What follows belongs to an exercise in optimizing a design on an open flow for small area, a short achievable clock period and few clock cycles; a production flow would make more cautious choices. Function was checked by simulation only, so behaviour that the tests miss may differ from the original. Power is estimated from default activity; no workload was simulated.

Setup of JK:
Design sdr_frame_rx, start of the top module:
module sdr_frame_rx (
    input  wire        clk,
    input  wire        rst,
    input  wire        in_valid,
    output wire        in_ready,
    input  wire [7:0]  in_data,
    output reg         out_valid,
    output reg  [7:0]  out_type,
    output reg  [7:0]  out_gid,
    output reg  [7:0]  out_sid,
    output reg  [79:0] out_payload,
    output reg         crc_err
);
Size: ~2,000 cells after synthesis, about 450 flip-flops, roughly 120 I/O pins, roughly 0.018 mm² of cells after synthesis.
clock: 22.0 ns
lec_check: 0
abc_area: 1
cap_margin: 20
core_margin: 2
core_utilization: 50
setup_slack_margin: 0.5
slew_margin: 20
standard.sh (not shown) runs the stock make flow with config.mk's settings and CLKGATE_MAP_FILE= SYNTH_SCRIPT=/design/flow/synth_recipe.tcl, a recipe that flattens the netlist after the stock synthesis.
==> flow/flow/run.sh <==
#!/bin/bash
set -euo pipefail
export BUFFER_PORTS_ARGS="-buffer_cell sky130_fd_sc_hd__buf_1"
export CTS_ARGS="-sink_clustering_enable -repair_clock_nets -dont_use_dummy_load -sink_clustering_size 30 -sink_clustering_max_diameter 100"
bash standard.sh > standard_flow.log 2>&1
Testbench counts of JK, summed over its fixed seeds: cycles 22,798.
Input changes introduced in MS (baseline for comparison: JK):
-- flow/config.mk --
<<< JK, line 10
export CORE_MARGIN = 2
export CORE_UTILIZATION = 50
export SETUP_SLACK_MARGIN = 0.5
>>> MS, line 10
export CORE_MARGIN = 2
export CORE_UTILIZATION = 60
export PLACE_DENSITY = 0.75
export SETUP_SLACK_MARGIN = 0.5
Results
- Going from JK to MS, worst hold slack across all endpoints now sits at about the same level, met2 demand-to-capacity share in global routing now sits higher, via count now sits higher, area share of buffers outside the clock network now sits at about the same level, met1 layer wirelength in the final routing now sits lower.
- Area: MS vs JK -> MS smaller
- JK has higher placed wire-length estimate after detailed placement than MS.

========
## umber
sdr_frame_rx again, from the RTL that the note above started with.
==> flow/config.mk <==
export PLATFORM = sky130hd
export DESIGN_NAME = sdr_frame_rx
export DESIGN_NICKNAME = sdr_frame_rx
export VERILOG_FILES = /design/flow/design.v
export SDC_FILE = /design/flow/constraint.sdc
export NUM_CORES = 4
export LEC_CHECK = 0
export CAP_MARGIN = 20
export CORE_MARGIN = 2
export CORE_UTILIZATION = 40
export SETUP_SLACK_MARGIN = 0.5
export SLEW_MARGIN = 20
==> flow/constraint.sdc <==
create_clock -name core_clock -period 22.0 [get_ports {clk}]
set_input_delay 4.4000 -clock core_clock [delete_from_list [all_inputs] [get_ports {clk}]]
set_output_delay 4.4000 -clock core_clock [all_outputs]
set_load 0.01 [all_outputs]
Scripts as last shown in full above: flow/flow/run.sh
The final layout from umber, which completed every stage, passed the timing, design-rule and antenna checks at the end of the flow.
Testbench counts of umber, summed over its fixed seeds: cycles 22,798.
Modified inputs, violet compared to umber
diff --git a/flow/config.mk b/flow/config.mk
--- a/flow/config.mk
+++ b/flow/config.mk
@@ -6,4 +6,5 @@
 export NUM_CORES = 4
 export LEC_CHECK = 0
+export ABC_AREA = 1
 export CAP_MARGIN = 20
 export CORE_MARGIN = 2
### Flow results
violet closes out successfully: all stages finished, all timing, DRC and antenna checks passed.
violet vs. umber: combinational logic power went down about 26%, design area shows a reduction of about 7%.
Note that the via count recorded for umber amounts to 1.08 times the value seen in violet.
[violet] setup slack rose 0.061 ns relative to umber
Min clock skew across umber and violet: violet
Utilization: lower on umber
Share of total power in combinational logic is higher on umber
Clock-buffer cell count: umber and violet compared, higher one is umber
Parity-gate share of the synthesized area counting xor and xnor cells (higher): umber
Combinational family with the most area after synthesis = simple AND/OR/NAND/NOR gates: violet; combinational family with the most area after synthesis = compound AO/OA/AOI/OAI gates: umber
#### Input delta (zinc over violet)
==> flow/flow/run.sh <==
#!/bin/bash
set -euo pipefail
export BUFFER_PORTS_ARGS="-buffer_cell sky130_fd_sc_hd__buf_1"
export CTS_ARGS="-sink_clustering_enable -repair_clock_nets -dont_use_dummy_load -sink_clustering_size 25 -sink_clustering_max_diameter 80"
bash standard.sh > standard_flow.log 2>&1
==> comparison <==
Final critical delay including setup and external delays: zinc vs violet up 0.026 ns
The layout overhead on the synthesized area of zinc is higher than that of violet.
Diff violet -> zinc: share of the clock period used by the worst path held; combinational power held.

========
The RTL this note starts from:
==> flow/design.v <==
module sdr_frame_rx (
    input  wire        clk,
    input  wire        rst,
    input  wire        in_valid,
    output wire        in_ready,
    input  wire [7:0]  in_data,
    output reg         out_valid,
    output reg  [7:0]  out_type,
    output reg  [7:0]  out_gid,
    output reg  [7:0]  out_sid,
    output reg  [79:0] out_payload,
    output reg         crc_err
);
    localparam integer N     = 30;              
    localparam [31:0]  SYNC  = 32'h1ACFFC1D;
    localparam [31:0]  CRC_PRE = 32'hFF06CBB9;
    function automatic near_sync(input [31:0] w);
        reg [31:0] x;
        reg [15:0] a1, a2;
        reg [7:0]  b1, b2, b3;
        reg [3:0]  c1, c2, c3;
        reg [1:0]  d1, d2, d3;
        integer i;
        begin
            x = w ^ SYNC;
            for (i = 0; i < 16; i = i + 1) begin
                a1[i] = x[2*i] | x[2*i+1];
                a2[i] = x[2*i] & x[2*i+1];
            end
            for (i = 0; i < 8; i = i + 1) begin
                b1[i] = a1[2*i] | a1[2*i+1];
                b2[i] = a2[2*i] | a2[2*i+1] | (a1[2*i] & a1[2*i+1]);
                b3[i] = (a2[2*i] & a1[2*i+1]) | (a1[2*i] & a2[2*i+1]);
            end
            for (i = 0; i < 4; i = i + 1) begin
                c1[i] = b1[2*i] | b1[2*i+1];
                c2[i] = b2[2*i] | b2[2*i+1] | (b1[2*i] & b1[2*i+1]);
                c3[i] = b3[2*i] | b3[2*i+1] | (b2[2*i] & b1[2*i+1]) | (b1[2*i] & b2[2*i+1]);
            end
            for (i = 0; i < 2; i = i + 1) begin
                d1[i] = c1[2*i] | c1[2*i+1];
                d2[i] = c2[2*i] | c2[2*i+1] | (c1[2*i] & c1[2*i+1]);
                d3[i] = c3[2*i] | c3[2*i+1] | (c2[2*i] & c1[2*i+1]) | (c1[2*i] & c2[2*i+1]);
            end
            near_sync = !(d3[0] | d3[1] | (d2[0] & d1[1]) | (d1[0] & d2[1]));
        end
    endfunction
    function automatic [3:0] ham_dec(input [7:0] c);
        reg [2:0] syn;
        reg [3:0] d;
        begin
            syn = {c[6] ^ c[5] ^ c[3], c[6] ^ c[4] ^ c[3], c[5] ^ c[4] ^ c[3]} ^ c[2:0];
            d = c[6:3];
            case (syn)
                3'd6: d[3] = ~d[3];
                3'd5: d[2] = ~d[2];
                3'd3: d[1] = ~d[1];
                3'd7: d[0] = ~d[0];
                default: ;
            endcase
            ham_dec = d;
        end
    endfunction
    function automatic [31:0] crc_step4(input [31:0] r);
        integer i;
        begin
            for (i = 0; i < 4; i = i + 1)
                r = r[0] ? ((r >> 1) ^ 32'hEDB88320) : (r >> 1);
            crc_step4 = r;
        end
    endfunction
    function automatic [7:0] key(input [4:0] j);
        begin
            case (j)
                5'd0:  key = 8'hFE; 5'd1:  key = 8'h3B; 5'd2:  key = 8'h14;
                5'd3:  key = 8'hBE; 5'd4:  key = 8'hA8; 5'd5:  key = 8'h5B;
                5'd6:  key = 8'hCE; 5'd7:  key = 8'h56; 5'd8:  key = 8'h60;
                5'd9:  key = 8'hDA; 5'd10: key = 8'hE8; 5'd11: key = 8'hC8;
                5'd12: key = 8'h81; 5'd13: key = 8'h26; 5'd14: key = 8'h9E;
                5'd15: key = 8'hE1; 5'd16: key = 8'hFC; 5'd17: key = 8'h76;
                5'd18: key = 8'h29; 5'd19: key = 8'h7D; 5'd20: key = 8'h50;
                5'd21: key = 8'hB7; 5'd22: key = 8'h9C; 5'd23: key = 8'hAC;
                5'd24: key = 8'hC1; 5'd25: key = 8'hB5; 5'd26: key = 8'hD1;
                default: key = 8'h00;
            endcase
        end
    endfunction
    reg        rdy_q;                  
    reg        st_v;                   
    reg  [7:0] st_d;
    reg  [7:0] hist [0:N-1];           
    assign in_ready = rdy_q;
    reg        rot;                    
    reg  [4:0] rc;                     
    reg        ract;                   
    reg  [2:0] wv;                     
    reg        wnew;                   
    reg        parse;                  
    reg  [2:0] sh;                     
    reg  [4:0] j;                      
    reg        rec;                    
    reg  [4:0] bd;                     
    reg  [31:0] crc;
    reg        mf;                     
    wire push  = st_v;                         
    wire rstep = rot && !st_v;                 
    wire shift = push || rstep;
    wire rd    = rot ? (rstep && (ract || bd == N - 1)) : push;
    wire [7:0] hin = rot && !st_v ? hist[N-1] : st_d;
    wire [39:0] win = {hist[4], hist[3], hist[2], hist[1], hist[0]};
    reg  [7:0]  hit;
    integer     s;
    always @* begin
        for (s = 0; s < 8; s = s + 1)
            hit[s] = near_sync(win[39-s -: 32]);
    end
    wire any_hit = |hit;
    reg  [2:0] hsh;                    
    always @* begin
        hsh = 3'd0;
        for (s = 7; s >= 0; s = s - 1)
            if (hit[s]) hsh = s[2:0];
    end
    reg        sq;                     
    reg  [4:0] jq;                     
    reg  [7:0] gq;                     
    wire [3:0] d  = ham_dec(gq);
    wire [31:0] crc_in = crc ^ ((!jq[0] && jq <= 5'd22) ? {28'd0, d} : 32'd0);
    wire [31:0] crc_f  = crc_step4(crc_in) ^ ((jq[0] && jq <= 5'd21) ? {24'd0, d, 4'd0} : 32'd0);
    reg  [7:0]  crc_b;
    always @* begin
        case (jq[1:0])
            2'd3:    crc_b = crc_f[31:24];   
            2'd0:    crc_b = crc[23:16];     
            2'd1:    crc_b = crc[15:8];      
            default: crc_b = crc[7:0];       
        endcase
    end
    wire bmatch = (gq == ~crc_b);
    wire lastq  = sq && (jq == 5'd26);
    wire fin_ok = mf && (gq == ~crc[7:0]);
    wire pass   = lastq && fin_ok;
    wire fail   = lastq && !fin_ok;
    wire rewind = fail && rec;
    wire look  = wnew && (wv == 3'd5);
    wire found = look && !parse && any_hit && !pass && !rewind;  
    wire nhit  = parse && look && any_hit;               
    wire step  = wnew && parse || found && hit[0];
    wire [2:0] ush = parse ? sh : 3'd0;
    wire [15:0] pair = {hist[1], hist[0]} << ush;
    wire [7:0]  abyte = (ush == 3'd0) ? hist[0] : pair[15:8];
    wire [4:0]  uj = parse ? j : 5'd0;
    wire last  = step && (uj == 5'd26);
    wire rot_end = rstep && (rc == N - 1);
    integer k;
    always @(posedge clk) begin
        st_d <= in_data;
        if (shift) begin
            hist[0] <= hin;
            for (k = 1; k < N; k = k + 1)
                hist[k] <= hist[k-1];
        end
        gq <= abyte ^ key(uj);
        jq <= uj;
        if (sq) begin
            if (jq <= 5'd2) crc <= CRC_PRE;
            else if (jq <= 5'd23) crc <= crc_f;
            if (jq == 5'd23) mf <= bmatch;
            else mf <= mf & bmatch;
            if (jq == 5'd0) out_type <= gq;
            if (jq == 5'd1) out_gid  <= gq;
            if (jq == 5'd2) out_sid  <= gq;
            if (jq >= 5'd3 && jq <= 5'd22) out_payload <= {out_payload[75:0], d};
        end
        if (found) sh <= hsh;
        if (found) j <= hit[0] ? 5'd1 : 5'd0;
        else if (step) j <= j + 5'd1;
        if (nhit && !rec) bd <= 5'd4 + {4'd0, shift};
        else if (shift) bd <= bd + 5'd1;
        if (rstep) rc <= rc + 5'd1;
        if (rstep && bd == N - 1) ract <= 1'b1;
        if (rst) begin
            rdy_q     <= 1'b0;
            st_v      <= 1'b0;
            rot       <= 1'b0;
            rc        <= 5'd0;
            ract      <= 1'b0;
            wv        <= 3'd0;
            wnew      <= 1'b0;
            parse     <= 1'b0;
            rec       <= 1'b0;
            sq        <= 1'b0;
            out_valid <= 1'b0;
            crc_err   <= 1'b0;
        end else begin
            st_v  <= in_valid && rdy_q;
            rdy_q <= !(rewind || rot && !rot_end) &&
                     !(rec && ({1'b0, bd} + {5'd0, st_v} + {5'd0, rdy_q} >= 6'd28));
            sq    <= step;
            out_valid <= pass;
            crc_err   <= fail;
            wnew <= rd;
            if (rewind) begin
                rot  <= 1'b1;
                rc   <= 5'd0;
                ract <= 1'b0;
                wv   <= 3'd0;
            end else begin
                if (rot_end) rot <= 1'b0;
                if (pass) wv <= {2'd0, sh != 3'd0} + {2'd0, wnew} + {2'd0, rd};
                else if (rd) wv <= (wv == 3'd5) ? 3'd5 : wv + 3'd1;
            end
            if (found) parse <= 1'b1;
            else if (last) parse <= 1'b0;
            if (found || lastq) rec <= 1'b0;
            else if (nhit) rec <= 1'b1;
        end
    end
endmodule
export LEC_CHECK = 0
export ABC_AREA = 1
export CAP_MARGIN = 20
export CORE_MARGIN = 2
export CORE_UTILIZATION = 40
export SETUP_SLACK_MARGIN = 0.5
export SLEW_MARGIN = 20
create_clock -name core_clock -period 22.0 [get_ports {clk}]
==> flow/flow/run.sh <==
#!/bin/bash
set -euo pipefail
export BUFFER_PORTS_ARGS="-buffer_cell sky130_fd_sc_hd__buf_1"
export CTS_ARGS="-sink_clustering_enable -repair_clock_nets -dont_use_dummy_load -sink_clustering_size 30 -sink_clustering_max_diameter 100"
bash standard.sh > standard_flow.log 2>&1
Testbench counts at the start, summed over its fixed seeds: cycles 22,795.
==> next run, changes <==
==> flow/flow/run.sh (replaced) <==
#!/bin/bash
set -euo pipefail
export BUFFER_PORTS_ARGS="-buffer_cell sky130_fd_sc_hd__buf_2"
export CTS_ARGS="-sink_clustering_enable -repair_clock_nets -dont_use_dummy_load -sink_clustering_size 20 -sink_clustering_max_diameter 80"
bash standard.sh > standard_flow.log 2>&1
Effect:
- The new run ran to the end with no violations
- critical path depth is unchanged
- setup slack degrades by 26 ps
- wire length came out higher by about 1.1%
- die area does not change
- design area came out higher by 1.8%
- first-iteration DRC count came out higher by about 10%
- clock power came out higher by 22%
- global-route usage came out higher by 0.17 points

-- static timing again, ports no longer ideal --
In the flow no input, the clock included, has a driving cell. The finished layouts below were timed again as built, in two steps.
Step 1 sets driving cells, clkbuf_16 on the clock port and buf_2 on the other inputs (assumed; they add their load-dependent delay and slew).
Step 2, shift: input delay + t, output delay - t, t = (earliest + latest rising clock arrival at the registers) / 2. This alone moves slack from input paths to output paths.
Slacks: ideal / step 1 / step 2; pairs: ideal / step 1.
run | t, ns | setup WS [ns] | worst register clock-pin slew, ns | cell pins on the clock port's net
JK | 0.580 | 16.505 / 16.451 / 16.534 | 0.12 / 0.12 | 1
MS | 0.572 | 16.489 / 16.438 / 16.544 | 0.11 / 0.11 | 1
umber | 0.571 | 16.443 / 16.390 / 16.318 | 0.12 / 0.12 | 1
violet | 0.577 | 16.504 / 16.448 / 16.593 | 0.11 / 0.11 | 1
zinc | 0.591 | 16.478 / 16.421 / 16.584 | 0.10 / 0.10 | 1
the first run of note 3 | 0.572 | 16.485 / 16.427 / 16.678 | 0.12 / 0.12 | 1
the second run of note 3 | 0.599 | 16.459 / 16.406 / 16.768 | 0.08 / 0.08 | 1
After both steps every run listed still meets setup and hold. For umber, which loses most, drivers alone change the setup slack by -0.053 ns; drivers and shift together by -0.125 ns.
